From an optimization exercise on the open Yosys and OpenROAD flow, aimed at small area; shortcuts taken in it are not production practice. No functional check of the RTL was part of any run shown here. Power figures rest on the tool's default switching activity, not on a simulated workload.

<file path="design/flow/flow/run.sh">
#!/bin/bash
# The standard layout (standard.sh, unchanged synthesis and steps) with two
# settings of its own:
#  - port buffers: buf_1 instead of the default choice (every input and output
#    port still gets its own buffer);
#  - clock tree: clkbuf_8 buffers, no dummy loads.
# Each tool's output is in standard.log (and ORFS's per-step logs under orfs/logs).
set -o pipefail
export BUFFER_PORTS_ARGS="-buffer_cell sky130_fd_sc_hd__buf_1"
export CTS_ARGS="-sink_clustering_enable -repair_clock_nets -buf_list sky130_fd_sc_hd__clkbuf_8 -dont_use_dummy_load"
bash standard.sh > standard.log 2>&1
</file>
<file path="design/flow/standard.sh">
#!/bin/bash
# synth_recipe.tcl (not shown) runs the flow's synth.tcl, then flattens the netlist and writes it again
# the make line also repeats each setting of config.mk as NAME=value (left out here)
make -C /OpenROAD-flow-scripts/flow DESIGN_CONFIG=/design/flow/config.mk WORK_HOME=/design/flow/orfs CLKGATE_MAP_FILE= SYNTH_SCRIPT=/design/flow/synth_recipe.tcl "${@:-finish}"
</file>
<file path="design/flow/config.mk">
export PLATFORM = sky130hd
export DESIGN_NAME = hsv_cycle_core
export DESIGN_NICKNAME = hsv_cycle_core
export VERILOG_FILES = /design/flow/design.v
export SDC_FILE = /design/flow/constraint.sdc
export NUM_CORES = 4
export LEC_CHECK = 0
export CAP_MARGIN = 20
export CORE_MARGIN = 2
export CORE_UTILIZATION = 40
export CTS_BUF_LIST = sky130_fd_sc_hd__clkbuf_8
export SLEW_MARGIN = 20
</file>
<file path="design/flow/constraint.sdc">
create_clock -name core_clock -period 120.0 [get_ports {clk}]
set_input_delay 24.0000 -clock core_clock [delete_from_list [all_inputs] [get_ports {clk}]]
set_output_delay 24.0000 -clock core_clock [all_outputs]
set_load 0.01 [all_outputs]
</file>
<file path="design/flow/design.v">
module hsv_cycle_core (
    input  wire        clk,
    input  wire        rst,           
    input  wire        cmd_valid,
    output wire        cmd_ready,
    input  wire [63:0] cmd_data,
    output wire        rsp_valid,
    input  wire        rsp_ready,
    output wire [63:0] rsp_data,
    output wire        chw_valid,
    input  wire        chw_ready,
    output wire [17:0] chw_data
);
    localparam [3:0] S_IDLE = 4'd0;
    localparam [3:0] S_STEP = 4'd1;    
    localparam [3:0] S_FILL = 4'd2;    
    localparam [3:0] S_DIV  = 4'd3;    
    localparam [3:0] S_LD   = 4'd4;    
    localparam [3:0] S_MUL  = 4'd5;    
    localparam [3:0] S_D1   = 4'd6;    
    localparam [3:0] S_D2   = 4'd7;    
    localparam [3:0] S_RHO  = 4'd8;    
    localparam [3:0] S_DR   = 4'd9;    
    localparam [3:0] S_DQ   = 4'd10;   
    localparam [3:0] S_CLP  = 4'd11;   
    localparam [3:0] S_SH   = 4'd12;   
    localparam [3:0] S_ACC  = 4'd13;   
    localparam [3:0] S_CHW  = 4'd14;   
    localparam [3:0] S_RSP  = 4'd15;   
    reg [3:0]  st;
    reg [4:0]  cnt;
    reg [4:0]  ph;                
    reg [1:0]  ch;
    reg        wph;               
    reg        fresh;             
    reg        post;              
    reg [1:0]  code;
    reg        inited;
    reg [2:0]  err;               
    reg [31:0] seed;              
    reg [8:0]  hue;
    reg [2:0]  stepc;
    reg [2:0]  speed;
    reg [7:0]  sat;
    reg [7:0]  val;
    reg [31:0] P;
    reg [7:0]  r8;                
    reg [7:0]  C;
    reg [2:0]  region;
    reg [2:0]  S;
    reg        cy;
    reg [1:0]  kc;
    reg        bw;
    wire [3:0] op      = cmd_data[63:60];
    wire       is_init = (op == 4'h1);
    wire       is_adv  = (op == 4'h2);
    wire       is_ns   = (op == 4'h3);
    wire       is_conv = (op == 4'h4);
    wire       is_clmp = (op == 4'h5);
    wire       is_rd   = (op == 4'h6);
    wire [3:0] n       = cmd_data[3:0];
    wire zA = ~|cmd_data[59:48];
    wire zB = ~|cmd_data[47:32];
    wire zC = ~|cmd_data[31:25];
    wire zD = ~|cmd_data[24:4];
    wire zE = ~|cmd_data[3:0];
    reg illegal;
    always @(*) begin
        case (op)
            4'h1:       illegal = ~zA;
            4'h2, 4'h3: illegal = ~(zA & zB & zC & zD & zE);
            4'h4:       illegal = ~(zA & zB & zC);
            4'h5:       illegal = ~(zA & zB);
            4'h6:       illegal = ~(zA & zB & zC & zD) | (n[3] | (n[2] & n[1] & n[0]));
            default:    illegal = 1'b1;
        endcase
    end
    wire not_init = ~inited & (is_adv | is_ns | (is_rd & (n != 4'd0)));
    wire domain   = is_conv & cmd_data[24] &
                    (cmd_data[23] | (cmd_data[22] & cmd_data[21] & (cmd_data[20] | cmd_data[19])));
    wire       conv   = is_conv & ~post;        
    wire       adv    = is_adv | post;          
    wire [8:0] h_src  = conv ? cmd_data[24:16] : hue;
    wire [7:0] s_src  = conv ? cmd_data[15:8]  : sat;
    wire [7:0] v_src  = conv ? cmd_data[7:0]   : val;
    wire       s_zero = conv ? (cmd_data[15:8] == 8'd0) : (sat == 8'd0);
    wire [1:0] color = adv ? ch : {ch[0], ch[1]};    
    reg [1:0] src;
    always @(*) begin
        case ({color, region})
            {2'd0, 3'd0}: src = 2'd0;
            {2'd0, 3'd1}: src = 2'd2;
            {2'd0, 3'd2}: src = 2'd1;
            {2'd0, 3'd3}: src = 2'd1;
            {2'd0, 3'd4}: src = 2'd2;
            {2'd1, 3'd0}: src = 2'd2;
            {2'd1, 3'd1}: src = 2'd0;
            {2'd1, 3'd2}: src = 2'd0;
            {2'd1, 3'd3}: src = 2'd2;
            {2'd1, 3'd4}: src = 2'd1;
            {2'd1, 3'd5}: src = 2'd1;
            {2'd2, 3'd0}: src = 2'd1;
            {2'd2, 3'd1}: src = 2'd1;
            {2'd2, 3'd2}: src = 2'd2;
            {2'd2, 3'd3}: src = 2'd0;
            {2'd2, 3'd4}: src = 2'd0;
            {2'd2, 3'd5}: src = 2'd2;
            default:      src = 2'd0;    
        endcase
    end
    wire src_v  = s_zero | (src == 2'd0);
    wire src_p  = ~s_zero & (src == 2'd1);
    wire src_w  = ~src_v & ~src_p;
    wire kind_r = s_zero | (color == 2'd0);
    wire kind_g = ~kind_r & (color == 2'd1);
    wire kind_b = ~kind_r & ~kind_g;
    wire [3:0] hidx = (st == S_DIV) ? ~cnt[3:0] : cnt[3:0];    
    reg        hbit;
    always @(*) begin
        case (hidx)
            4'd0: hbit = h_src[0];
            4'd1: hbit = h_src[1];
            4'd2: hbit = h_src[2];
            4'd3: hbit = h_src[3];
            4'd4: hbit = h_src[4];
            4'd5: hbit = h_src[5];
            4'd6: hbit = h_src[6];
            4'd7: hbit = h_src[7];
            default: hbit = h_src[8];
        endcase
    end
    wire       cbit = cmd_data[cnt];
    wire [6:0] rr   = {((cnt[3:0] == 4'd7) ? 6'd0 : C[5:0]), hbit};
    wire       q60  = rr[6] | (rr[5] & rr[4] & rr[3] & rr[2]);     
    wire       in_ld  = (st == S_LD);
    wire       in_mul = (st == S_MUL);
    wire       in_d1  = (st == S_D1);
    wire       in_d2  = (st == S_D2);
    wire       do_rem = in_ld & src_w;
    wire       sel_s  = (st == S_FILL) ? n[0] : in_ld ? ~src_v : (~src_p & ~wph);
    wire [7:0] A      = sel_s ? s_src : v_src;
    wire       gate_a = (in_ld & ~src_w) | (in_mul & C[0]);
    wire [7:0] H      = P[31:24];   
    wire       in_div = (st == S_DIV);
    wire [7:0] aa     = in_div ? {1'b0, rr} :
                        do_rem ? {C[5:0], 2'b00} :
                        (((in_mul & (cnt != 5'd0)) | in_d1 | in_d2) ? H : 8'd0);
    wire [7:0] bb     = in_div ? {q60, q60, 3'b000, q60, 2'b00} :
                        in_d1  ? C :
                        do_rem ? {4'd0, C[5:2]} :
                        (gate_a ? A : 8'd0);
    wire       cin    = in_d1 | (in_d2 & cy);
    wire [8:0] asum   = {1'b0, aa} + {1'b0, bb} + {8'd0, cin};
    wire       inv_ld = in_ld ? (src_p | (src_w & ~region[0])) : (src_w & ~wph);
    wire [3:0] t     = cnt[3:0];
    wire       c255  = &C;
    wire       w12   = ~(t[3] & t[2] & (t[1] | t[0]));    
    wire       w13   = ~(t[3] & t[2] & t[1]);             
    wire       w2    = t[3] | t[2] | t[1];                
    wire       ta    = kind_g ? (C[3] & w12) : (C[2] & w13);
    wire       tb    = kind_g ? (C[7] & w2) : (C[1] & (t != 4'd15));
    wire       te    = kind_g ? (c255 & (t == 4'd2)) : (C[7] & w2);
    wire [1:0] kin   = (t == 4'd0) ? {1'b0, kind_g & c255} : kc;
    wire [2:0] xs    = {2'b0, ta} + {2'b0, tb} + {2'b0, te} + {1'b0, kin};
    wire       xb    = xs[0];
    wire       rho_t = ~t[3] & ~t[2] & ~(t[1] & t[0]) & S[t[1:0]];
    wire       bwin  = (t != 4'd0) & bw;
    wire       zb    = xb ^ rho_t ^ bwin;
    wire       zbw   = (~xb & (rho_t | bwin)) | (rho_t & bwin);
    wire       qm2   = w2 & P[30];
    wire       cqin  = (t != 4'd0) & cy;
    wire       qb    = zb ^ qm2 ^ cqin;
    wire       qcy   = (qb & qm2) | (cqin & (qb ^ qm2));
    wire       gbit  = is_init ? cbit : seed[0];
    wire       g3x   = is_init ? (cnt[0] ? cmd_data[31] : cmd_data[30]) : seed[30];
    wire       step_bit = ((cnt != 5'd0) & cy) ^ ((cnt[4:1] == 4'd0) & g3x) ^ ~(cnt[0] ^ cnt[2]);
    reg  [2:0] ucoef;
    always @(*) begin
        case (t[2:0])
            3'd0:    ucoef = 3'd4;
            3'd1:    ucoef = kind_g ? 3'd1 : 3'd4;
            3'd2:    ucoef = kind_g ? 3'd1 : 3'd3;
            default: ucoef = 3'd3;
        endcase
    end
    wire [2:0] sbase = (cnt == 5'd0) ? 3'd0 : S;
    wire [2:0] sadd  = (st == S_STEP) ? {2'b0, step_bit} : (C[0] ? ucoef : 3'd0);
    reg  [2:0] smod;
    always @(*) begin
        case ({sbase, sadd})
            {3'd0, 3'd0}, {3'd1, 3'd4}, {3'd2, 3'd3}, {3'd3, 3'd2}, {3'd4, 3'd1}: smod = 3'd0;
            {3'd0, 3'd1}, {3'd1, 3'd0}, {3'd2, 3'd4}, {3'd3, 3'd3}, {3'd4, 3'd2}: smod = 3'd3;
            {3'd0, 3'd2}, {3'd1, 3'd1}, {3'd2, 3'd0}, {3'd3, 3'd4}, {3'd4, 3'd3}: smod = 3'd1;
            {3'd0, 3'd3}, {3'd1, 3'd2}, {3'd2, 3'd1}, {3'd3, 3'd0}, {3'd4, 3'd4}: smod = 3'd4;
            default:                                                            smod = 3'd2;
        endcase
    end
    reg  [2:0] spd_new;    
    always @(*) begin
        case (S)
            3'd0: spd_new = 3'd1;
            3'd1: spd_new = 3'd2;
            3'd2: spd_new = 3'd3;
            3'd3: spd_new = 3'd4;
            default: spd_new = 3'd5;
        endcase
    end
    reg  [2:0] spd_nxt;    
    always @(*) begin
        case (smod)
            3'd0: spd_nxt = 3'd1;
            3'd1: spd_nxt = 3'd2;
            3'd2: spd_nxt = 3'd3;
            3'd3: spd_nxt = 3'd4;
            default: spd_nxt = 3'd5;
        endcase
    end
    wire       ovf   = |cmd_data[31:15];
    wire       lt3   = (cnt[4:2] == 3'd0) & ~(cnt[1] & cnt[0]);
    wire       lt4   = (cnt[4:2] == 3'd0);
    wire [3:0] status = {err, inited};
    reg        fbit;
    always @(*) begin
        fbit = 1'b0;
        if (code == 2'd0) begin
            if (is_clmp)
                fbit = (cnt[4] == 1'b0) & (cnt[3:0] != 4'd15) & (ovf | cbit);
            else if (is_ns)
                fbit = lt3 & spd_new[cnt[1:0]];
            else if (is_rd) begin
                case (n[2:0])
                    3'd0:    fbit = lt4 & status[cnt[1:0]];
                    3'd1:    fbit = seed[0];
                    3'd2:    fbit = (cnt[4] == 1'b0) & (~cnt[3] | (cnt[2:0] == 3'd0)) & hbit;
                    3'd3:    fbit = lt3 & stepc[cnt[1:0]];
                    3'd4:    fbit = lt3 & speed[cnt[1:0]];
                    default: fbit = (cnt[4:3] == 2'd0) & A[cnt[2:0]];
                endcase
            end
        end
    end
    reg  [2:0] sc_inc;
    always @(*) begin
        case (stepc)
            3'd0: sc_inc = 3'd1;
            3'd1: sc_inc = 3'd2;
            3'd2: sc_inc = 3'd3;
            3'd3: sc_inc = 3'd4;
            default: sc_inc = 3'd5;
        endcase
    end
    wire       hstep  = (sc_inc == speed);
    wire [8:0] hs_inc = hue + {8'd0, hstep};
    wire       wrap   = hstep & (hue == 9'd359);
    wire       need_ph = is_init | is_ns | is_rd | (is_adv & wrap);
    reg        p_slot, p_all, p_b;
    always @(*) begin
        p_slot = 1'b0;
        p_all  = 1'b0;
        p_b    = 1'b0;
        case (st)
            S_FILL: begin p_all = 1'b1; p_b = fbit; end
            S_SH:   p_all = 1'b1;
            S_DR:   begin p_slot = 1'b1; p_b = C[1] & (t != 4'd15); end
            S_DQ:   begin p_slot = 1'b1; p_b = qb; end
            S_CLP:  begin p_slot = 1'b1; p_b = (t != 4'd15); end
            default: ;
        endcase
    end
    always @(posedge clk) begin
        if (in_mul) begin
            P[31:24] <= asum[8:1];
        end else if (p_slot | p_all) begin
            P[31]    <= p_b;
            P[30:16] <= P[31:17];
        end
        if (p_all)
            P[15:0]  <= P[16:1];
    end
    always @(posedge clk) begin
        seed <= {(st == S_STEP) ? step_bit : seed[0], seed[31:1]};
        ph   <= rst ? 5'd0 : ph + 5'd1;
    end
    wire last_ch = (ch == 2'd2);
    always @(posedge clk) begin
        begin
            cnt <= cnt + 5'd1;
            C   <= {C[0], C[7:1]};
            cy  <= (st == S_STEP) ? gbit : (st == S_DQ) ? qcy : asum[8];
            kc  <= xs[2:1];
            bw  <= zbw;
            case (st)
                S_IDLE: begin
                    cnt   <= 5'd0;
                    ch    <= 2'd0;
                    wph   <= 1'b0;
                    post  <= 1'b0;
                    if (cmd_valid && (!need_ph || ph == 5'd31)) begin
                        r8 <= 8'd0;
                        if (illegal) begin
                            err[0] <= 1'b1;
                            code   <= 2'd1;
                            st     <= S_FILL;
                        end else if (not_init) begin
                            err[2] <= 1'b1;
                            code   <= 2'd3;
                            st     <= S_FILL;
                        end else if (domain) begin
                            err[1] <= 1'b1;
                            code   <= 2'd2;
                            st     <= S_FILL;
                        end else begin
                            code <= 2'd0;
                            if (is_init) begin
                                sat    <= cmd_data[47:40];
                                val    <= cmd_data[39:32];
                                hue    <= 9'd0;
                                stepc  <= 3'd0;
                                inited <= 1'b1;
                                st     <= S_STEP;
                            end else if (is_adv) begin
                                stepc <= hstep ? 3'd0 : sc_inc;
                                hue   <= wrap ? 9'd0 : hs_inc;
                                st    <= wrap ? S_STEP : S_ACC;
                            end else if (is_ns) begin
                                st <= S_STEP;
                            end else if (is_conv) begin
                                cnt <= 5'd7;
                                st  <= S_DIV;
                            end else begin
                                st <= S_FILL;
                            end
                        end
                    end
                end
                S_STEP: begin
                    S  <= smod;
                    if (cnt == 5'd31) begin
                        if (!is_ns)
                            speed <= spd_nxt;
                        st <= is_adv ? S_ACC : S_FILL;
                    end
                end
                S_FILL: begin
                    if (cnt == 5'd31)
                        st <= S_ACC;
                end
                S_DIV: begin
                    C      <= asum[7:0];
                    region <= {region[1:0], q60};
                    if (cnt == 5'd15) begin
                        cnt   <= 5'd0;
                        fresh <= 1'b1;
                        st    <= S_LD;
                    end
                end
                S_LD: begin
                    cnt   <= 5'd0;
                    fresh <= 1'b0;
                    if (src_w && !fresh) begin
                        cnt <= 5'd7;
                        st  <= S_DIV;
                    end else begin
                        C <= asum[7:0] ^ {8{inv_ld}};
                        if (src_v && !post && ch == 2'd0) begin
                            r8 <= asum[7:0];
                            ch <= 2'd1;
                        end else
                            st <= src_v ? (kind_r ? S_DR : S_RHO) : S_MUL;
                    end
                end
                S_MUL: begin
                    C <= {asum[0], C[7:1]};
                    if (cnt == 5'd7)
                        st <= S_D1;
                end
                S_D1: begin
                    st <= S_D2;
                end
                S_D2: begin
                    C   <= asum[7:0] ^ {8{inv_ld}};
                    cnt <= 5'd0;
                    if (src_w && !wph) begin
                        wph <= 1'b1;
                        st  <= S_MUL;
                    end else if (!post && ch == 2'd0) begin
                        r8  <= asum[7:0];
                        ch  <= 2'd1;
                        wph <= 1'b0;
                        st  <= S_LD;
                    end else begin
                        wph <= 1'b0;
                        st  <= kind_r ? S_DR : S_RHO;
                    end
                end
                S_RHO: begin
                    S <= smod;
                    if (cnt == 5'd7) begin
                        cnt <= 5'd0;
                        st  <= S_DQ;
                    end
                end
                S_DR: begin
                    if (cnt == 5'd15) begin
                        cnt <= 5'd0;
                        st  <= (!post && last_ch) ? S_ACC : S_SH;
                    end
                end
                S_DQ: begin
                    if (cnt == 5'd15) begin
                        cnt <= 5'd0;
                        if (kind_b && qb)
                            st <= S_CLP;
                        else
                            st <= (!post && last_ch) ? S_ACC : S_SH;
                    end
                end
                S_CLP: begin
                    if (cnt == 5'd15) begin
                        cnt <= 5'd0;
                        st  <= (!post && last_ch) ? S_ACC : S_SH;
                    end
                end
                S_SH: begin
                    if (cnt == 5'd15) begin
                        cnt <= 5'd0;
                        if (post) begin
                            st <= wph ? S_RSP : S_CHW;
                        end else begin
                            ch <= ch + 2'd1;
                            st <= S_LD;
                        end
                    end
                end
                S_ACC: begin
                    cnt  <= 5'd7;
                    ch   <= 2'd0;
                    post <= 1'b1;
                    st   <= (is_adv && code == 2'd0) ? S_DIV : S_RSP;
                end
                S_CHW: begin
                    cnt <= 5'd0;
                    wph <= 1'b0;
                    if (chw_ready) begin
                        if (last_ch) begin
                            wph <= 1'b1;
                            st  <= S_SH;
                        end else begin
                            ch <= ch + 2'd1;
                            st <= S_LD;
                        end
                    end
                end
                S_RSP: begin
                    if (rsp_ready)
                        st <= S_IDLE;
                end
                default: st <= S_IDLE;
            endcase
        end
        if (rst) begin
            st     <= S_IDLE;
            inited <= 1'b0;
            err    <= 3'b000;
        end
    end
    assign cmd_ready = (st == S_ACC);
    assign rsp_valid = (st == S_RSP);
    assign rsp_data  = {2'b00, code, 13'd0, r8, r8[7:1], P};
    assign chw_data  = {ch, 1'b0, P[14:0]};                 
    assign chw_valid = (st == S_CHW);
endmodule
</file>
==> impl_summary.log, run 1 <==
[metrics] run status: finished clean
[metrics] die extent in x: 157 um
[metrics] EDFF count, synth: 84
[metrics] top cell type by total area after synthesis: sky130_fd_sc_hd__edfxtp_1
[metrics] via count of the first global-routing pass: 7,344
[metrics] final setup violation count: 0
[metrics] Chip Height: 157 um
[metrics] Primary FF master, synth: sky130_fd_sc_hd__edfxtp_1
[metrics] Filler cells: 2,349
[metrics] Seq cells post-synth: 146
[metrics] Yosys warning total: 1
[metrics] number of buffers inserted by port buffering: 137
[metrics] worst setup path category: input pin to register
[metrics] Worst Max-Slew Pin Slew: 1.01 ns
[metrics] Die ar.: 24,700 um2
[metrics] clk_skew: 0.0467 ns
[metrics] total count of max-transition violations in the final report: 0
[metrics] startpoint type of the worst setup path: input pin
[metrics] most frequent cells in the layout: sky130_fd_sc_hd__buf_1, sky130_fd_sc_hd__nor2_1, sky130_fd_sc_hd__edfxtp_1
[metrics] number of instances in the placed design: 1,392
[metrics] least setup slack across all paths after layout: 90.68 ns
[metrics] largest buffer count on any clock path: 2
[metrics] setup repair after global routing missed its margin: no
[metrics] final hold slack: 0.281 ns
[metrics] count of buffers added by post-CTS timing repair for setup: 0
[metrics] synthesized area divided by synthesized cell count: 9.43 um2
[metrics] count of non-filler cells in the finished layout: 1,409
[metrics] initial antenna violation count: 0
[metrics] standard-cell row count: 56
[metrics] most common cell after layout, fill and taps aside: sky130_fd_sc_hd__buf_1
[metrics] worst path required time: 120.17 ns
[metrics] H-tree level count: 4
[metrics] Root Buffer: sky130_fd_sc_hd__clkbuf_8
[metrics] Final Cell Area: 10,200 um2
[metrics] multi-input logic area: 4990 um2
[metrics] remaining routing DRC violations: 0
[metrics] largest net degree at the start of global routing: 44
[metrics] final core occ: 43.8%
[metrics] critical path peak fanout: 17
[metrics] worst hold path class: register to register
[metrics] fin crit share: 24.4%
[metrics] shortest period the worst path allows: 29.32 ns
[metrics] number of maximum-capacitance violations: 0
[metrics] Peak Freq: 34.1 MHz
[metrics] post-CTS sizing: 0
[metrics] clock latency at the later pin of the worst-skew pair: 0.47 ns
[metrics] clock tree from TritonCTS: built
[metrics] first-pass iteration count of the detailed router: 8
[metrics] number of antenna diodes: 0
[metrics] fraction of layout instances using a drive strength above 1: 7.71%
[metrics] type of destination of the critical path: register
[metrics] Post-synth ARST share: 0%
[metrics] wire length of the first global-routing pass: 41,300 um
[metrics] number of DRC markers in iteration 0: 675
[metrics] sum of net half-perimeters after detailed placement: 20,400 um
[metrics] number of buffers created by CTS: 17
[metrics] Sequential Area: 3760 um2
[metrics] Overflow after GRT: 0
[metrics] Layout area overhead: 8.80%
[metrics] power density over the cells: 21.6 nW/um2
[metrics] total power: 0.220 mW
[metrics] dominant cells by area after synthesis: sky130_fd_sc_hd__edfxtp_1, sky130_fd_sc_hd__dfxtp_1, sky130_fd_sc_hd__mux4_2
[metrics] CTS sink cnt: 146
[metrics] hold-fix buffers at CTS: 0
[metrics] synthesized area: 9370 um2
[metrics] worst slack at placement: 90.33 ns
[metrics] Routed wire per std cell: 19.1 um
[metrics] weighted congestion at the end of routability-driven global placement: 0.955
[metrics] initial core utilization: 40.3%
[metrics] post-synthesis sequential area ratio: 40.2%
[metrics] share of the synthesized area in the top cell type: 26.9%
[metrics] sum of negative setup slack: 0 ns
[metrics] Static Leak: 3.72 nW
[metrics] endpoint arrival time on the critical path: 29.49 ns
[metrics] antenna viol nets, final: 0
[metrics] via count: 8,169
[metrics] register clock-pin slew on the reported worst setup and hold paths: 0.11 ns
[metrics] count of distinct cell types in the synthesized netlist: 86
[metrics] number of nets in the finished design: 1,195
[metrics] worst ir drop on vdd: 0.0123 mV
[metrics] I/O pin cnt: 154
[metrics] Placed Area: 9960 um2
[metrics] GRT Util Overall: 21.8%
[metrics] relative max-transition margin: 32.3%
[metrics] cells after synthesis: 994
[metrics] routed via count divided by cell count: 5.80
[metrics] CORE AREA: 23,300 um2
[metrics] routed wire length: 26,900 um
[metrics] final count of hold timing violations: 0
[path summary, 6_finish.rpt]
| check | from | end | slack [ns] | depth (start not counted) |
|---|---|---|---|---|
| hold reg to reg | seed[28] | seed[27] | 0.28 | 0 |
| hold / removal | seed[28] | seed[27] | 0.28 | 0 |
| setup reg to reg | st[0] | P[31] | 114.08 | 23 |
| setup / recovery | cmd_data[60] | P[31] | 90.68 | 23 |
[final cells by class]
cell class | count | area share (%)
multi-input combinational | 726 | 49.0
clock buffer | 17 | 2.30
inverter | 51 | 1.88
sequential | 146 | 36.9
timing repair buffer | 150 | 6.00
tap | 319 | 3.92
[synthesized netlist by cell type, types with 6 or more instances]
library cell / count
sky130_fd_sc_hd__xor2_1: 6
sky130_fd_sc_hd__nor3_1: 27
sky130_fd_sc_hd__or3_1: 6
sky130_fd_sc_hd__clkbuf_1: 34
sky130_fd_sc_hd__nor2_1: 108
sky130_fd_sc_hd__buf_4: 39
sky130_fd_sc_hd__edfxtp_1: 84
sky130_fd_sc_hd__mux4_2: 21
sky130_fd_sc_hd__o21ai_0: 43
sky130_fd_sc_hd__nor2b_1: 20
sky130_fd_sc_hd__dfxtp_1: 62
sky130_fd_sc_hd__a211oi_1: 12
sky130_fd_sc_hd__or2_2: 6
sky130_fd_sc_hd__a222oi_1: 6
sky130_fd_sc_hd__o22ai_1: 8
sky130_fd_sc_hd__nand2b_1: 22
sky130_fd_sc_hd__buf_2: 7
sky130_fd_sc_hd__a31oi_1: 21
sky130_fd_sc_hd__o211ai_1: 7
sky130_fd_sc_hd__a221o_1: 7
sky130_fd_sc_hd__and3_1: 6
sky130_fd_sc_hd__nand4_1: 13
sky130_fd_sc_hd__nand3_1: 33
sky130_fd_sc_hd__mux2i_1: 19
sky130_fd_sc_hd__a21o_1: 13
sky130_fd_sc_hd__ha_1: 29
sky130_fd_sc_hd__xnor2_1: 17
sky130_fd_sc_hd__nor4_1: 20
sky130_fd_sc_hd__nand2_1: 74
sky130_fd_sc_hd__a21oi_1: 55
sky130_fd_sc_hd__inv_1: 47
[worst max-delay path: stages]
cell and delay, ns:
sky130_fd_sc_hd__buf_1 0.27, sky130_fd_sc_hd__or4b_1 0.75, sky130_fd_sc_hd__nand2_1 0.14, sky130_fd_sc_hd__mux2i_1 0.28, sky130_fd_sc_hd__o22a_1 0.27, sky130_fd_sc_hd__a31o_2 0.22, sky130_fd_sc_hd__nand3_4 0.21, sky130_fd_sc_hd__mux2i_1 0.25
sky130_fd_sc_hd__a21oi_1 0.10, sky130_fd_sc_hd__a221oi_1 0.32, sky130_fd_sc_hd__fa_1 0.26, sky130_fd_sc_hd__inv_1 0.06, sky130_fd_sc_hd__fa_1 0.41, sky130_fd_sc_hd__a21o_1 0.18, sky130_fd_sc_hd__a21oi_1 0.21, sky130_fd_sc_hd__nor2b_1 0.08
sky130_fd_sc_hd__o31ai_1 0.32, sky130_fd_sc_hd__a211oi_1 0.16, sky130_fd_sc_hd__a211o_1 0.33, sky130_fd_sc_hd__nand2b_1 0.18, sky130_fd_sc_hd__o22ai_1 0.21, sky130_fd_sc_hd__a221o_1 0.15, sky130_fd_sc_hd__o211ai_1 0.09
[sequential cells by signal, summed over array words and instances (netlist names), 2 cells and up]
signal	flops
speed	3
r8	8
stepc	3
sat	8
cnt	5
P	32
val	8
err	3
hue	9
ph	5
seed	32
ch	2
kc	2
code	2
S	3
st	4
region	3
C	8
[routing by layer]
| metal | up-vias | track usage (%) | part of all wire, % |
|---|---|---|---|
| met3 | 55 | 5.26 | 8.6 |
| met5 | - | 0 | 0 |
| met4 | 0 | 7.06 | 2.5 |
| met2 | 406 | 33.9 | 45 |
| met1 | 3880 | 30.1 | 44 |
| li1 | 3828 | - | - |
[where the power goes]
part / internal, mW / switching [mW]
logic: 0.0419 / 0.0713
registers: 0.0675 / 0.0102
clock network: 0.0125 / 0.0168
[cell families after synthesis]
family	Yosys count	share of synthesized area (%)
compound gates	238	17.8
mux	44	7.56
fa+ha+maj	34	4.94
buf+inv	137	7.16
xor+xnor	23	2.15
flops	146	40.2
other cells	1	0.0400
simple gates	371	20.2
==> run 2, diff against run 1 <==
--- a/design/flow/flow/run.sh
+++ b/design/flow/flow/run.sh
@@ -7,5 +7,5 @@
 # Each tool's output is in standard.log (and ORFS's per-step logs under orfs/logs).
 set -o pipefail
 export BUFFER_PORTS_ARGS="-buffer_cell sky130_fd_sc_hd__buf_1"
-export CTS_ARGS="-sink_clustering_enable -repair_clock_nets -buf_list sky130_fd_sc_hd__clkbuf_8 -dont_use_dummy_load"
+export CTS_ARGS="-sink_clustering_enable -repair_clock_nets -buf_list sky130_fd_sc_hd__clkbuf_16 -dont_use_dummy_load -sink_clustering_size 40 -sink_clustering_max_diameter 200 -sink_buffer_max_cap_derate 1.0"
 bash standard.sh > standard.log 2>&1
==> run 2 against run 1 <==
  * Critical path type unchanged
  * First-iteration DRC count grew 13%
  * Area after synthesis unchanged
  * Largest cell class unchanged
  * Worst hold slack improved by 0.025 ns
  * Non-clock buffer count unchanged
  * Sequential power about the same
  * Synthesized cell count unchanged
  * Count of clock-buffer cells in the layout stayed put
==> impl_summary.log, run 2 <==
[metrics] fraction of layout instances using a drive strength above 1: 7.71% (unchanged)
[metrics] EDFF count, synth: 84 (unchanged)
[metrics] post-synthesis sequential area ratio: 40.2% (unchanged)
[metrics] hold path cells: 0 (unchanged)
[metrics] fraction of the mapped netlist area in adder cells: 4.94% (unchanged)
[metrics] Chip Height: 157 um (unchanged)
[metrics] largest buffer count on any clock path: 2 (unchanged)
[metrics] sum of net half-perimeters after detailed placement: 20,400 um (unchanged)
[metrics] worst ir drop on vdd: 0.0125 mV (was 0.0123 mV)
[metrics] most common cell after layout, fill and taps aside: sky130_fd_sc_hd__buf_1 (unchanged)
[metrics] power density over the cells: 22.5 nW/um2 (was 21.6 nW/um2)
[metrics] Static Leak: 3.81 nW (was 3.72 nW)
[metrics] relative max-transition margin: 29.3% (was 32.3%)
[metrics] final count of hold timing violations: 0 (unchanged)
[metrics] I/O pin cnt: 154 (unchanged)
[metrics] hold-fix buffers at CTS: 0 (unchanged)
[metrics] multi-input logic area: 4990 um2 (unchanged)
[metrics] worst setup path category: input pin to register (unchanged)
[metrics] CTS sink cnt: 146 (unchanged)
[metrics] startpoint type of the worst setup path: input pin (unchanged)
[metrics] dominant cells by area after synthesis: sky130_fd_sc_hd__edfxtp_1, sky130_fd_sc_hd__dfxtp_1, sky130_fd_sc_hd__mux4_2 (unchanged)
[metrics] remaining routing DRC violations: 0 (unchanged)
[metrics] combinational family with the most area after synthesis: simple AND/OR/NAND/NOR gates (unchanged)
[metrics] least setup slack across all paths after layout: 90.67 ns (was 90.68 ns)
[metrics] count of buffers added by post-CTS timing repair for setup: 0 (unchanged)
[metrics] shortest period the worst path allows: 29.33 ns (was 29.32 ns)
[metrics] Routed wire per std cell: 19.1 um (about the same)
[metrics] weighted congestion at the end of routability-driven global placement: 0.955 (unchanged)
[metrics] GRT Util Overall: 21.9% (was 21.8%)
[metrics] number of maximum-capacitance violations: 0 (unchanged)
[metrics] number of nets in the finished design: 1,195 (unchanged)
[metrics] Post-synth ARST share: 0% (unchanged)
[metrics] clock latency at the later pin of the worst-skew pair: 0.43 ns (was 0.47 ns)
[metrics] standard-cell row count: 56 (unchanged)
[metrics] number of buffers created by CTS: 17 (unchanged)
[metrics] Seq cells post-synth: 146 (unchanged)
[metrics] clock tree from TritonCTS: built (unchanged)
[metrics] Primary FF master, synth: sky130_fd_sc_hd__edfxtp_1 (unchanged)
[metrics] number of DRC markers in iteration 0: 764 (was 675)
[metrics] die extent in x: 157 um (unchanged)
[metrics] registers with the most flip-flops: P (32), seed (32), hue (9) (unchanged)
[metrics] initial antenna violation count: 0 (unchanged)
[metrics] most used standard cell by instance count after synthesis: sky130_fd_sc_hd__nor2_1 (unchanged)
[metrics] via count of the first global-routing pass: 7,363 (was 7,344)
[metrics] Peak Freq: 34.1 MHz (about the same)
[metrics] cells after synthesis: 994 (unchanged)
[metrics] synthesized area: 9370 um2 (unchanged)
[metrics] endpoint arrival time on the critical path: 29.47 ns (was 29.49 ns)
[metrics] total count of max-transition violations in the final report: 0 (unchanged)
[metrics] Yosys warning total: 1 (unchanged)
[metrics] Worst Max-Slew Pin Slew: 1.06 ns (was 1.01 ns)
[metrics] count of distinct cell types in the synthesized netlist: 86 (unchanged)
[metrics] routed via count divided by cell count: 5.82 (was 5.80)
[metrics] cell depth of the worst flop-to-flop path: 23 (unchanged)
[metrics] fraction of synthesized area in multiplexers: 7.56% (unchanged)
[metrics] synthesized area divided by synthesized cell count: 9.43 um2 (unchanged)
[metrics] simple-gate portion of the synthesized area: 20.2% (unchanged)
[metrics] top cell type by total area after synthesis: sky130_fd_sc_hd__edfxtp_1 (unchanged)
[metrics] final setup violation count: 0 (unchanged)
[metrics] via count: 8,206 (was 8,169)
[metrics] antenna viol nets, final: 0 (unchanged)
[metrics] register clock-pin slew on the reported worst setup and hold paths: 0.07 ns (was 0.11 ns)
[metrics] fin crit share: 24.4% (about the same)
[metrics] run status: finished clean (unchanged)
[metrics] routed wire length: 27,000 um (was 26,900 um)
[metrics] type of destination of the critical path: register (unchanged)
[metrics] worst path required time: 120.14 ns (was 120.17 ns)
[metrics] Die ar.: 24,700 um2 (unchanged)
[metrics] setup repair after global routing missed its margin: no (unchanged)
[metrics] largest net degree at the start of global routing: 44 (unchanged)
[metrics] initial core utilization: 40.3% (unchanged)
[metrics] H-tree level count: 4 (unchanged)
[metrics] top cells by instance count after synthesis: sky130_fd_sc_hd__nor2_1, sky130_fd_sc_hd__edfxtp_1, sky130_fd_sc_hd__nand2_1, sky130_fd_sc_hd__dfxtp_1, sky130_fd_sc_hd__a21oi_1 (unchanged)
[metrics] worst slack at placement: 90.33 ns (unchanged)
[metrics] Layout area overhead: 10.8% (was 8.80%)
[metrics] wire length of the first global-routing pass: 41,400 um (was 41,300 um)
[metrics] share of the synthesized area in the top cell type: 26.9% (unchanged)
[metrics] post-synthesis compound-gate area fraction: 17.8% (unchanged)
[metrics] synthesized-area fraction occupied by xor and xnor cells: 2.15% (unchanged)
[metrics] first-pass iteration count of the detailed router: 8 (unchanged)
[metrics] Sequential Area: 3760 um2 (unchanged)
[metrics] sum of negative setup slack: 0 ns (unchanged)
[metrics] number of antenna diodes: 0 (unchanged)
[metrics] number of buffers inserted by port buffering: 137 (unchanged)
[metrics] clk_skew: 0.0279 ns (was 0.0467 ns)
[metrics] Root Buffer: sky130_fd_sc_hd__clkbuf_16 (was sky130_fd_sc_hd__clkbuf_8)
[metrics] post-CTS sizing: 0 (unchanged)
[metrics] most frequent cells in the layout: sky130_fd_sc_hd__buf_1, sky130_fd_sc_hd__nor2_1, sky130_fd_sc_hd__edfxtp_1 (unchanged)
[metrics] Overflow after GRT: 0 (unchanged)
[metrics] critical path peak fanout: 15 (was 17)
[metrics] worst hold path class: register to register (unchanged)
[metrics] CORE AREA: 23,300 um2 (unchanged)
[metrics] Filler cells: 2,329 (was 2,349)
## run 2: final cells by class
| class | instances | area share [%] |
|---|---|---|
| Tap cell | 319 | 3.84 |
| Multi-Input combinational cell | 726 | 48.1 |
| Sequential cell | 146 | 36.2 |
| Inverter | 51 | 1.84 |
| Clock buffer | 17 | 4.10 |
| Timing Repair Buffer | 150 | 5.89 |
## run 2: cells by family after synthesis
kind of cell	count (synthesis)
simple gates	371
fa+ha+maj	34
other cells	1
xor+xnor	23
buf+inv	137
flops	146
compound gates	238
mux	44
## run 2: power by group
| group | switching (mW) | internal [mW] | total [mW] | leakage, nW |
|---|---|---|---|---|
| clock network | 0.0184 | 0.0245 | 0.0428 | 0.209 |
| logic | 0.0714 | 0.0419 | 0.113 | 2.32 |
| registers | 0.0101 | 0.0676 | 0.0777 | 1.28 |
## run 2: per-stage QoR
stage	power, mW	hold slack [ns]	cell area [um2]	instances	util (%)
2_1_floorplan	0.160	0.310	9430	1009	-
3_5_place_dp	0.190	0.312	9960	1392	42.8
4_1_cts	0.234	0.304	10400	1409	44.6
5_1_grt	0.249	0.312	10400	1409	44.6
3_3_place_gp	0.190	0.312	9960	1392	42.8
6_report	0.234	0.305	10400	1409	44.6
## run 2: final timing paths
kind | startpoint | endpoint | slack, ns
max reg2reg | st[0] | P[31] | 114.07
min | seed[28] | seed[27] | 0.31
min reg2reg | seed[28] | seed[27] | 0.31
max | cmd_data[61] | P[31] | 90.67
## run 2: per-layer routing
metal	global-route usage, %	share of wire [%]
met1	29.9	44
met2	34.2	45
met3	5.29	8.4
met4	7.19	2.3
met5	0	0
## run 2: critical path, cell delays in order
cell and delay, ns:
sky130_fd_sc_hd__buf_1 0.38, sky130_fd_sc_hd__nor4b_2 0.59, sky130_fd_sc_hd__nor4_1 0.09, sky130_fd_sc_hd__o41ai_1 0.42, sky130_fd_sc_hd__a21oi_2 0.13, sky130_fd_sc_hd__a31o_2 0.31, sky130_fd_sc_hd__nand3_4 0.21, sky130_fd_sc_hd__mux2i_1 0.24
sky130_fd_sc_hd__a21oi_1 0.10, sky130_fd_sc_hd__a221oi_1 0.32, sky130_fd_sc_hd__fa_1 0.27, sky130_fd_sc_hd__inv_1 0.06, sky130_fd_sc_hd__fa_1 0.41, sky130_fd_sc_hd__a21o_1 0.18, sky130_fd_sc_hd__a21oi_1 0.21, sky130_fd_sc_hd__nor2b_1 0.08
sky130_fd_sc_hd__o31ai_1 0.32, sky130_fd_sc_hd__a211oi_1 0.17, sky130_fd_sc_hd__a211o_1 0.33, sky130_fd_sc_hd__nand2b_1 0.18, sky130_fd_sc_hd__o22ai_1 0.20, sky130_fd_sc_hd__a221o_1 0.15, sky130_fd_sc_hd__o211ai_1 0.09
==> run 3, diff against run 2 <==
==> design/flow/run.sh (new file) <==
#!/bin/bash
# synth_recipe.tcl (not shown) runs the flow's synth.tcl, then flattens the netlist and writes it again
# the make line also repeats each setting of config.mk as NAME=value (left out here)
make -C /OpenROAD-flow-scripts/flow DESIGN_CONFIG=/design/flow/config.mk WORK_HOME=/design/flow/orfs CLKGATE_MAP_FILE= SYNTH_SCRIPT=/design/flow/synth_recipe.tcl finish
removed: design/flow/flow/run.sh
removed: design/flow/standard.sh
==> run 3 against run 2 <==
  * Clock power shrank 6.5%
  * Sequential cell count is the same
  * Still clean on timing, DRC and antenna
  * Count of clock-buffer cells in the layout is the same
  * Area after synthesis is the same
  * Via count grew 0.27%
  * Highest routed layer unchanged
  * Critical path depth grew 1
  * Die area is the same
  * Design area grew 8.4%
  * Global-route usage grew 0.61 points
  * Non-clock buffer count grew 3
==> impl_summary.log, run 3 <==
[metrics] run status: finished clean (unchanged)
[metrics] routed via count divided by cell count: 5.77 (was 5.82)
[metrics] endpoint of the worst hold path: seed[30] (was seed[27])
[metrics] relative max-transition margin: 21.5% (was 29.3%)
[metrics] Yosys warning total: 1 (unchanged)
[metrics] clock tree from TritonCTS: built (unchanged)
[metrics] Die ar.: 24,700 um2 (unchanged)
[metrics] total count of max-transition violations in the final report: 0 (unchanged)
[metrics] I/O pin cnt: 154 (unchanged)
[metrics] count of distinct cell types in the synthesized netlist: 86 (unchanged)
[metrics] die extent in x: 157 um (unchanged)
[metrics] H-tree level count: 4 (unchanged)
[metrics] worst setup slack for register-to-register paths: 114.31 ns (was 114.07 ns)
[metrics] startpoint of the lowest-slack register-to-register path: st[3] (was st[0])
[metrics] post-synthesis sequential area ratio: 40.2% (unchanged)
[metrics] share of the synthesized area in the top cell type: 26.9% (unchanged)
[metrics] Overflow after GRT: 0 (unchanged)
[metrics] startpoint type of the worst setup path: input pin (unchanged)
[metrics] most used standard cell by instance count after synthesis: sky130_fd_sc_hd__nor2_1 (unchanged)
[metrics] Routed wire per std cell: 19.3 um (was 19.1 um)
[metrics] final count of hold timing violations: 0 (unchanged)
[metrics] Primary FF master, synth: sky130_fd_sc_hd__edfxtp_1 (unchanged)
[metrics] weighted congestion at the end of routability-driven global placement: 0.970 (was 0.955)
[metrics] top cell type by total area after synthesis: sky130_fd_sc_hd__edfxtp_1 (unchanged)
[metrics] clock latency at the later pin of the worst-skew pair: 0.48 ns (was 0.43 ns)
[metrics] worst hold path class: register to register (unchanged)
[metrics] largest buffer count on any clock path: 2 (unchanged)
[metrics] critical path peak fanout: 17 (was 15)
[metrics] remaining routing DRC violations: 0 (unchanged)
[metrics] wire length of the first global-routing pass: 42,600 um (was 41,400 um)
[metrics] fin crit share: 24.7% (was 24.4%)
[metrics] fraction of layout instances using a drive strength above 1: 9.21% (was 7.71%)
[metrics] endpoint arrival time on the critical path: 29.87 ns (was 29.47 ns)
[metrics] via count: 8,228 (was 8,206)
[metrics] register clock-pin slew on the reported worst setup and hold paths: 0.10 ns (was 0.07 ns)
[metrics] Critical Path Start: cmd_data[60] (was cmd_data[61])
[metrics] first-pass iteration count of the detailed router: 7 (was 8)
[metrics] worst ir drop on vdd: 0.0122 mV (was 0.0125 mV)
[metrics] final setup violation count: 0 (unchanged)
[metrics] antenna viol nets, final: 0 (unchanged)
[metrics] CTS sink cnt: 146 (unchanged)
[metrics] synthesized area divided by synthesized cell count: 9.43 um2 (unchanged)
[metrics] met2 GRT Util: 34.4% (was 34.2%)
[metrics] worst path required time: 120.23 ns (was 120.14 ns)
[metrics] met3 capacity usage during global routing: 4.96% (was 5.29%)
[metrics] most frequent cells in the layout: sky130_fd_sc_hd__clkdlybuf4s50_1, sky130_fd_sc_hd__nor2_1, sky130_fd_sc_hd__edfxtp_1 (was sky130_fd_sc_hd__buf_1, sky130_fd_sc_hd__nor2_1, sky130_fd_sc_hd__edfxtp_1)
[metrics] Static Leak: 4.20 nW (was 3.81 nW)
[metrics] most common cell after layout, fill and taps aside: sky130_fd_sc_hd__clkdlybuf4s50_1 (was sky130_fd_sc_hd__buf_1)
[metrics] top cells by instance count after synthesis: sky130_fd_sc_hd__nor2_1, sky130_fd_sc_hd__edfxtp_1, sky130_fd_sc_hd__nand2_1, sky130_fd_sc_hd__dfxtp_1, sky130_fd_sc_hd__a21oi_1 (unchanged)
[metrics] clk_skew: 0.0293 ns (was 0.0279 ns)
[metrics] power density over the cells: 21.3 nW/um2 (was 22.5 nW/um2)
[metrics] shortest period the worst path allows: 29.64 ns (was 29.33 ns)
[metrics] initial core utilization: 40.3% (unchanged)
[metrics] Seq cells post-synth: 146 (unchanged)
[metrics] EDFF count, synth: 84 (unchanged)
[metrics] GRT Util Overall: 22.5% (was 21.9%)
[metrics] worst setup path category: input pin to register (unchanged)
[metrics] Worst Max-Slew Pin Slew: 1.15 ns (was 1.06 ns)
[metrics] via count of the first global-routing pass: 7,602 (was 7,363)
[metrics] least setup slack across all paths after layout: 90.36 ns (was 90.67 ns)
[metrics] number of maximum-capacitance violations: 0 (unchanged)
[metrics] Chip Height: 157 um (unchanged)
[metrics] worst slack at placement: 89.91 ns (was 90.33 ns)
[metrics] Post-synth ARST share: 0% (unchanged)
[metrics] dominant cells by area after synthesis: sky130_fd_sc_hd__edfxtp_1, sky130_fd_sc_hd__dfxtp_1, sky130_fd_sc_hd__mux4_2 (unchanged)
[metrics] largest net degree at the start of global routing: 44 (unchanged)
[metrics] number of buffers inserted by port buffering: 137 (unchanged)
[metrics] most used routing layer: met2 (unchanged)
[metrics] setup repair after global routing missed its margin: no (unchanged)
[metrics] hold-fix buffers at CTS: 0 (unchanged)
[metrics] number of buffers created by CTS: 17 (unchanged)
[metrics] Peak Freq: 33.7 MHz (was 34.1 MHz)
[metrics] routed wire length: 27,500 um (was 27,000 um)
[metrics] number of DRC markers in iteration 0: 868 (was 764)
[metrics] total power: 0.240 mW (was 0.234 mW)
[metrics] sum of net half-perimeters after detailed placement: 20,900 um (was 20,400 um)
[metrics] hold path cells: 0 (unchanged)
[metrics] Crit Reg-Reg Endpoint: P[31] (unchanged)
[metrics] type of destination of the critical path: register (unchanged)
[metrics] Hold Path Origin: seed[31] (was seed[28])
[metrics] met1 layer usage reported by global route: 31.1% (was 29.9%)
[metrics] cell depth of the worst flop-to-flop path: 24 (was 23)
[metrics] number of nets in the finished design: 1,198 (was 1,195)
[metrics] CORE AREA: 23,300 um2 (unchanged)
[metrics] cells after synthesis: 994 (unchanged)
[metrics] Layout area overhead: 20.1% (was 10.8%)
[metrics] sum of negative setup slack: 0 ns (unchanged)
[metrics] count of buffers added by post-CTS timing repair for setup: 0 (unchanged)
[metrics] initial antenna violation count: 0 (unchanged)
[metrics] post-CTS sizing: 0 (unchanged)
[metrics] final hold slack: 0.309 ns (was 0.305 ns)
[metrics] number of antenna diodes: 0 (unchanged)
[metrics] registers with the most flip-flops: P (32), seed (32), hue (9) (unchanged)
[metrics] standard-cell row count: 56 (unchanged)
[metrics] synthesized area: 9370 um2 (unchanged)
[metrics] Root Buffer: sky130_fd_sc_hd__clkbuf_8 (was sky130_fd_sc_hd__clkbuf_16)
==> run 3: changes by cell type in the layout (fill, tap and decap cells not counted), moves of 2 or more <==
cell	change
sky130_fd_sc_hd__clkinv_4	+2
sky130_fd_sc_hd__buf_1	-137
sky130_fd_sc_hd__buf_4	+3
sky130_fd_sc_hd__clkbuf_8	+17
sky130_fd_sc_hd__clkbuf_16	-17
sky130_fd_sc_hd__clkinv_8	+5
sky130_fd_sc_hd__clkdlybuf4s50_1	+137
sky130_fd_sc_hd__inv_8	+6
==> run 3: report_power, final <==
group	internal, mW	switching (mW)
Sequential	0.0674	0.0105
Clock	0.0161	0.0239
Combinational	0.0505	0.0716
Total	0.134	0.106
==> run 3: worst max path at each step <==
stage          endpoint  slack (ns)
3_5_place_dp      P[31]       89.91
2_1_floorplan     P[31]       91.25
5_1_grt           P[31]       89.85
4_1_cts           P[31]       90.43
3_3_place_gp      P[31]       90.07
6_report          P[31]       90.36
==> run 3: cells by family (layout without fill, tap and decap cells) <==
logic type / count (synthesis) / after routing / synth area share [%]
AO/OA/AOI/OAI: 238 / 238 / 17.8
XOR/XNOR: 23 / 23 / 2.15
adder cells (fa/ha/maj): 34 / 34 / 4.94
buffers and inverters: 137 / 236 / 7.16
flip-flops: 146 / 146 / 40.2
multiplexers: 44 / 44 / 7.56
other: 1 / 16 / 0.0400
AND/OR/NAND/NOR: 371 / 371 / 20.2
==> run 3: stage by stage <==
stage / utilization [%] / cells / instance area [um2]
final: 48.4 / 1427 / 11300
after global routing: 48.4 / 1427 / 11300
after CTS: 48.4 / 1427 / 11300
after detailed placement: 46.6 / 1395 / 10800
after global placement: 46.6 / 1395 / 10800
after floorplan: - / 1009 / 9430
==> run 3: area by class of cell <==
type,count,area (um2)
Clock buffer,17,234
Sequential cell,146,3760
Tap cell,319,399
Clock inverter,15,181
Fill cell,2227,12000
Inverter,51,191
Timing Repair Buffer,153,1490
Multi-Input combinational cell,726,4990
==> run 3: critical path, cell delays in order <==
cell,delay (ns)
sky130_fd_sc_hd__clkdlybuf4s50_1,0.69
sky130_fd_sc_hd__or4b_1,0.78
sky130_fd_sc_hd__a21oi_1,0.28
sky130_fd_sc_hd__nor2_1,0.11
sky130_fd_sc_hd__a21oi_2,0.28
sky130_fd_sc_hd__a31o_2,0.24
sky130_fd_sc_hd__a31oi_1,0.10
sky130_fd_sc_hd__a211o_1,0.31
sky130_fd_sc_hd__nand2_1,0.08
sky130_fd_sc_hd__a21oi_1,0.04
sky130_fd_sc_hd__a221oi_1,0.32
sky130_fd_sc_hd__fa_1,0.27
sky130_fd_sc_hd__inv_1,0.06
sky130_fd_sc_hd__fa_1,0.40
sky130_fd_sc_hd__a21o_1,0.18
sky130_fd_sc_hd__a21oi_1,0.21
sky130_fd_sc_hd__nor2b_1,0.09
sky130_fd_sc_hd__o31ai_1,0.32
sky130_fd_sc_hd__a211oi_1,0.16
sky130_fd_sc_hd__a211o_1,0.33
sky130_fd_sc_hd__nand2b_1,0.18
sky130_fd_sc_hd__o22ai_1,0.20
sky130_fd_sc_hd__a221o_1,0.14
sky130_fd_sc_hd__o211ai_1,0.09
==> run 3: metal layers <==
| metal | part of all wire, % | routed length [um] | up-vias |
|---|---|---|---|
| met4 | 3.3 | 901 | 0 |
| met3 | 8.5 | 2330 | 68 |
| li1 | - | - | 3840 |
| met1 | 44 | 12200 | 3897 |
| met2 | 44 | 12100 | 423 |
| met5 | 0 | 0 | - |
==> run 4, diff against run 3 <==
--- a/design/flow/design.v
+++ b/design/flow/design.v
@@ -130,7 +130,8 @@
         endcase
     end
     wire       cbit = cmd_data[cnt];
-    wire [6:0] rr   = {((cnt[3:0] == 4'd7) ? 6'd0 : C[5:0]), hbit};
+    wire [5:0] rh   = ((st == S_DIV) && (cnt[3:0] == 4'd7)) ? 6'd0 : C[6:1];
+    wire [6:0] rr   = {rh, hbit};
     wire       q60  = rr[6] | (rr[5] & rr[4] & rr[3] & rr[2]);     
     wire       in_ld  = (st == S_LD);
     wire       in_mul = (st == S_MUL);
@@ -142,14 +143,15 @@
     wire       gate_a = (in_ld & ~src_w) | (in_mul & C[0]);
     wire [7:0] H      = P[31:24];   
     wire       in_div = (st == S_DIV);
-    wire [7:0] aa     = in_div ? {1'b0, rr} :
-                        do_rem ? {C[5:0], 2'b00} :
+    wire       in_idle = (st == S_IDLE);             
+    wire [7:0] aa     = (in_div | do_rem) ? {rh, hbit & in_div, 1'b0} :
+                        in_idle ? hue[7:0] :
                         (((in_mul & (cnt != 5'd0)) | in_d1 | in_d2) ? H : 8'd0);
-    wire [7:0] bb     = in_div ? {q60, q60, 3'b000, q60, 2'b00} :
+    wire [7:0] bb     = in_div ? {q60, 3'b000, q60, 3'b000} :
                         in_d1  ? C :
-                        do_rem ? {4'd0, C[5:2]} :
+                        do_rem ? {3'd0, C[7:3]} :
                         (gate_a ? A : 8'd0);
-    wire       cin    = in_d1 | (in_d2 & cy);
+    wire       cin    = in_d1 | (in_d2 & cy) | (in_idle & hstep);
     wire [8:0] asum   = {1'b0, aa} + {1'b0, bb} + {8'd0, cin};
     wire       inv_ld = in_ld ? (src_p | (src_w & ~region[0])) : (src_w & ~wph);
     wire [3:0] t     = cnt[3:0];
@@ -250,7 +252,7 @@
         endcase
     end
     wire       hstep  = (sc_inc == speed);
-    wire [8:0] hs_inc = hue + {8'd0, hstep};
+    wire [8:0] hs_inc = {hue[8] ^ asum[8], asum[7:0]};
     wire       wrap   = hstep & (hue == 9'd359);
     wire       need_ph = is_init | is_ns | is_rd | (is_adv & wrap);
     reg        p_slot, p_all, p_b;
==> design/flow/flow/run.sh (new file) <==
#!/bin/bash
# The standard layout (standard.sh, unchanged synthesis and steps) with two
# settings of its own:
#  - port buffers: buf_1 instead of the default choice (every input and output
#    port still gets its own buffer);
#  - clock tree: clkbuf_8 buffers, no dummy loads.
# Each tool's output is in standard.log (and ORFS's per-step logs under orfs/logs).
set -o pipefail
export BUFFER_PORTS_ARGS="-buffer_cell sky130_fd_sc_hd__buf_1"
export CTS_ARGS="-sink_clustering_enable -repair_clock_nets -buf_list sky130_fd_sc_hd__clkbuf_8 -dont_use_dummy_load"
bash standard.sh > standard.log 2>&1
==> design/flow/standard.sh (new file) <==
#!/bin/bash
# synth_recipe.tcl (not shown) runs the flow's synth.tcl, then flattens the netlist and writes it again
# the make line also repeats each setting of config.mk as NAME=value (left out here)
make -C /OpenROAD-flow-scripts/flow DESIGN_CONFIG=/design/flow/config.mk WORK_HOME=/design/flow/orfs CLKGATE_MAP_FILE= SYNTH_SCRIPT=/design/flow/synth_recipe.tcl "${@:-finish}"
removed: design/flow/run.sh
==> run 4 against run 3 <==
  * Maximum frequency grew 0.45%
  * Sequential share of layout area grew 4.7 points
  * Clock skew grew 0.0028 ns
  * Critical path depth shrank 1
  * Count of clock-buffer cells in the layout is the same
  * Synthesized cell count shrank 6.5%
  * Setup slack gained 0.13 ns
  * Final cell count shrank 7.8%
  * Design area shrank 12%
  * Largest cell class unchanged
==> impl_summary.log, run 4 <==
[metrics] Static Leak: 3.61 nW (was 4.20 nW)
[metrics] Chip Height: 155 um (was 157 um)
[metrics] post-synthesis compound-gate area fraction: 17.1% (was 17.8%)
[metrics] type of destination of the critical path: register (unchanged)
[metrics] number of instances in the placed design: 1,298 (was 1,395)
[metrics] number of antenna diodes: 0 (unchanged)
[metrics] worst setup slack for register-to-register paths: 113.89 ns (was 114.31 ns)
[metrics] H-tree level count: 4 (unchanged)
[metrics] via count: 7,819 (was 8,228)
[metrics] I/O pin cnt: 154 (unchanged)
[metrics] routed via count divided by cell count: 5.95 (was 5.77)
[metrics] total count of max-transition violations in the final report: 0 (unchanged)
[metrics] fraction of the mapped netlist area in adder cells: 4.97% (was 4.94%)
[metrics] standard-cell row count: 55 (was 56)
[metrics] most common cell after layout, fill and taps aside: sky130_fd_sc_hd__buf_1 (was sky130_fd_sc_hd__clkdlybuf4s50_1)
[metrics] final hold slack: 0.296 ns (was 0.309 ns)
[metrics] Seq cells post-synth: 146 (unchanged)
[metrics] Post-synth ARST share: 0% (unchanged)
[metrics] dominant cells by area after synthesis: sky130_fd_sc_hd__edfxtp_1, sky130_fd_sc_hd__dfxtp_1, sky130_fd_sc_hd__nor2_1 (was sky130_fd_sc_hd__edfxtp_1, sky130_fd_sc_hd__dfxtp_1, sky130_fd_sc_hd__mux4_2)
[metrics] number of buffers inserted by port buffering: 137 (unchanged)
[metrics] synthesized-area fraction occupied by xor and xnor cells: 1.89% (was 2.15%)
[metrics] count of distinct cell types in the synthesized netlist: 91 (was 86)
[metrics] die extent in x: 155 um (was 157 um)
[metrics] count of buffers added by post-CTS timing repair for setup: 0 (unchanged)
[metrics] endpoint arrival time on the critical path: 29.68 ns (was 29.87 ns)
[metrics] Worst Max-Slew Pin Slew: 1.04 ns (was 1.15 ns)
[metrics] Yosys warning total: 1 (unchanged)
[metrics] number of maximum-capacitance violations: 0 (unchanged)
[metrics] total power: 0.255 mW (was 0.240 mW)
[metrics] fraction of layout instances using a drive strength above 1: 7.38% (was 9.21%)
[metrics] power density over the cells: 25.8 nW/um2 (was 21.3 nW/um2)
[metrics] register clock-pin slew on the reported worst setup and hold paths: 0.10 ns (about the same)
[metrics] least setup slack across all paths after layout: 90.49 ns (was 90.36 ns)
[metrics] clock latency at the later pin of the worst-skew pair: 0.45 ns (was 0.48 ns)
[metrics] first-pass iteration count of the detailed router: 6 (was 7)
[metrics] synthesized area divided by synthesized cell count: 9.76 um2 (was 9.43 um2)
[metrics] CORE AREA: 22,400 um2 (was 23,300 um2)
[metrics] sum of net half-perimeters after detailed placement: 20,600 um (was 20,900 um)
[metrics] post-synthesis sequential area ratio: 41.5% (was 40.2%)
[metrics] Placed Area: 9620 um2 (was 10,800 um2)
[metrics] Root Buffer: sky130_fd_sc_hd__clkbuf_8 (unchanged)
[metrics] top cells by instance count after synthesis: sky130_fd_sc_hd__nor2_1, sky130_fd_sc_hd__edfxtp_1, sky130_fd_sc_hd__nand2_1, sky130_fd_sc_hd__dfxtp_1 (was sky130_fd_sc_hd__nor2_1, sky130_fd_sc_hd__edfxtp_1, sky130_fd_sc_hd__nand2_1, sky130_fd_sc_hd__dfxtp_1, sky130_fd_sc_hd__a21oi_1)
[metrics] critical path peak fanout: 11 (was 17)
[metrics] CTS sink cnt: 146 (unchanged)
[metrics] Primary FF master, synth: sky130_fd_sc_hd__edfxtp_1 (unchanged)
[metrics] worst setup path category: input pin to register (unchanged)
[metrics] largest buffer count on any clock path: 2 (unchanged)
[metrics] most used standard cell by instance count after synthesis: sky130_fd_sc_hd__nor2_1 (unchanged)
[metrics] clk_skew: 0.0322 ns (was 0.0293 ns)
[metrics] count of non-filler cells in the finished layout: 1,315 (was 1,427)
[metrics] worst path required time: 120.17 ns (was 120.23 ns)
[metrics] Routed wire per std cell: 20.7 um (was 19.3 um)
[metrics] final count of hold timing violations: 0 (unchanged)
[metrics] Layout area overhead: 8.74% (was 20.1%)
[metrics] final core occ: 43.9% (was 48.4%)
[metrics] share of the synthesized area in the top cell type: 27.8% (was 26.9%)
[metrics] synthesized area: 9060 um2 (was 9370 um2)
[metrics] top cell type by total area after synthesis: sky130_fd_sc_hd__edfxtp_1 (unchanged)
[metrics] run status: finished clean (unchanged)
[metrics] clock tree from TritonCTS: built (unchanged)
[metrics] sum of negative setup slack: 0 ns (unchanged)
[metrics] relative max-transition margin: 30.8% (was 21.5%)
[metrics] shortest period the worst path allows: 29.51 ns (was 29.64 ns)
[metrics] EDFF count, synth: 84 (unchanged)
[metrics] registers with the most flip-flops: P (32), seed (32), hue (9) (unchanged)
[metrics] Filler cells: 2,229 (was 2,227)
[metrics] number of buffers created by CTS: 17 (unchanged)
[metrics] cells after synthesis: 929 (was 994)
[metrics] weighted congestion at the end of routability-driven global placement: 0.899 (was 0.970)
[metrics] number of DRC markers in iteration 0: 841 (was 868)
[metrics] worst slack at placement: 90.24 ns (was 89.91 ns)
[metrics] routed wire length: 27,200 um (was 27,500 um)
[metrics] initial antenna violation count: 0 (unchanged)
[metrics] Final Cell Area: 9860 um2 (was 11,300 um2)
[metrics] fin crit share: 24.6% (was 24.7%)
[metrics] initial core utilization: 40.4% (was 40.3%)
[metrics] remaining routing DRC violations: 0 (unchanged)
[metrics] Overflow after GRT: 0 (unchanged)
[metrics] hold-fix buffers at CTS: 0 (unchanged)
[metrics] largest net degree at the start of global routing: 34 (was 44)
[metrics] GRT Util Overall: 22.6% (was 22.5%)
[metrics] via count of the first global-routing pass: 7,216 (was 7,602)
[metrics] worst ir drop on vdd: 0.00818 mV (was 0.0122 mV)
[metrics] antenna viol nets, final: 0 (unchanged)
[metrics] startpoint type of the worst setup path: input pin (unchanged)
[metrics] post-CTS sizing: 0 (unchanged)
[metrics] fraction of synthesized area in multiplexers: 8.30% (was 7.56%)
[metrics] number of nets in the finished design: 1,134 (was 1,198)
[metrics] setup repair after global routing missed its margin: no (unchanged)
[metrics] Die ar.: 23,900 um2 (was 24,700 um2)
[metrics] worst hold path class: register to register (unchanged)
[metrics] final setup violation count: 0 (unchanged)
[metrics] wire length of the first global-routing pass: 41,600 um (was 42,600 um)
[metrics] Peak Freq: 33.9 MHz (was 33.7 MHz)
[metrics] simple-gate portion of the synthesized area: 18.8% (was 20.2%)
[metrics] combinational family with the most area after synthesis: simple AND/OR/NAND/NOR gates (unchanged)
[metrics] most frequent cells in the layout: sky130_fd_sc_hd__buf_1, sky130_fd_sc_hd__nor2_1, sky130_fd_sc_hd__edfxtp_1 (was sky130_fd_sc_hd__clkdlybuf4s50_1, sky130_fd_sc_hd__nor2_1, sky130_fd_sc_hd__edfxtp_1)
[run 4: path summary, 6_finish.rpt]
check	startpoint	to	cells after the start
max	cmd_data[61]	P[31]	23
min reg2reg	seed[11]	seed[10]	0
max reg2reg	post	P[31]	22
min	seed[11]	seed[10]	0
[run 4: kinds of logic after synthesis]
kind of cell    after synthesis
compound gates              220
mux                          44
fa+ha+maj                    33
buf+inv                     136
xor+xnor                     18
simple gates                331
other cells                   1
flops                       146
[run 4: report_power, final]
part           switching [mW]  leakage [nW]  total, mW  internal, mW
Combinational          0.0864          2.20      0.137        0.0509
Sequential             0.0150          1.29     0.0886        0.0736
Clock                  0.0163         0.122     0.0288        0.0125
[run 4: layout make-up]
| class | count | area [um2] | share of cell area [%] |
|---|---|---|---|
| Timing Repair Buffer | 150 | 612 | 6.21 |
| Clock buffer | 17 | 234 | 2.37 |
| Multi-Input combinational cell | 662 | 4680 | 47.5 |
| Tap cell | 285 | 357 | 3.62 |
| Sequential cell | 146 | 3760 | 38.2 |
| Inverter | 55 | 206 | 2.09 |
[run 4: metal layers]
| metal | GRT usage, % | wire, um | vias to the layer above |
|---|---|---|---|
| met2 | 35.7 | 12500 | 377 |
| met4 | 6.61 | 562 | 0 |
| met3 | 4.71 | 2550 | 48 |
| li1 | - | - | 3614 |
| met5 | 0 | 0 | - |
| met1 | 31.4 | 11600 | 3780 |
[run 4: worst max-delay path, stage by stage]
cell,delay [ns]
sky130_fd_sc_hd__buf_1,0.37
sky130_fd_sc_hd__nor4b_4,0.49
sky130_fd_sc_hd__o22ai_1,0.15
sky130_fd_sc_hd__a31oi_1,0.27
sky130_fd_sc_hd__nand2_1,0.16
sky130_fd_sc_hd__o211a_2,0.33
sky130_fd_sc_hd__a211oi_4,0.39
sky130_fd_sc_hd__nand2b_1,0.20
sky130_fd_sc_hd__a32oi_1,0.14
sky130_fd_sc_hd__a222oi_1,0.37
sky130_fd_sc_hd__inv_1,0.10
sky130_fd_sc_hd__fa_1,0.45
sky130_fd_sc_hd__fa_1,0.42
sky130_fd_sc_hd__a21o_1,0.18
sky130_fd_sc_hd__a21oi_1,0.21
sky130_fd_sc_hd__o21bai_1,0.09
sky130_fd_sc_hd__a21oi_1,0.22
sky130_fd_sc_hd__o21bai_1,0.09
sky130_fd_sc_hd__a21oi_1,0.34
sky130_fd_sc_hd__o221ai_1,0.22
sky130_fd_sc_hd__a31oi_1,0.20
sky130_fd_sc_hd__o41ai_1,0.10
sky130_fd_sc_hd__a21o_1,0.18

## re-timing with driven ports
The results above use ideal ports. As a check the final layouts listed here were re-extracted and re-timed, cells and wires unchanged. Step 1: set_driving_cell puts a clkbuf_16 on clk and a buf_2 on each other input, an assumption about the parent block. Step 2 adds t to the input delays and takes it off the output delays; t is the mean of the earliest and latest rising clock arrival at the registers after step 1. Input paths then give back, and output paths get back, about the clock's delay inside the block. Three values: ideal ports, drivers, drivers and shift; two values: the first two.
run | t, ns | setup WS [ns] | worst data-port slew with drivers (ns) | pins driven straight from the clock port
run 1 | 0.485 | 90.679 / 90.695 / 90.210 | 0.05 | 1
run 2 | 0.463 | 90.669 / 90.692 / 90.229 | 0.05 | 1
run 3 | 0.504 | 90.358 / 90.371 / 89.867 | 0.06 | 1
run 4 | 0.482 | 90.491 / 90.505 / 90.023 | 0.04 | 1
After both steps every run listed still meets setup and hold. The setup slack of run 3, which loses most, moves by +0.013 ns with the drivers and by -0.491 ns with both steps.
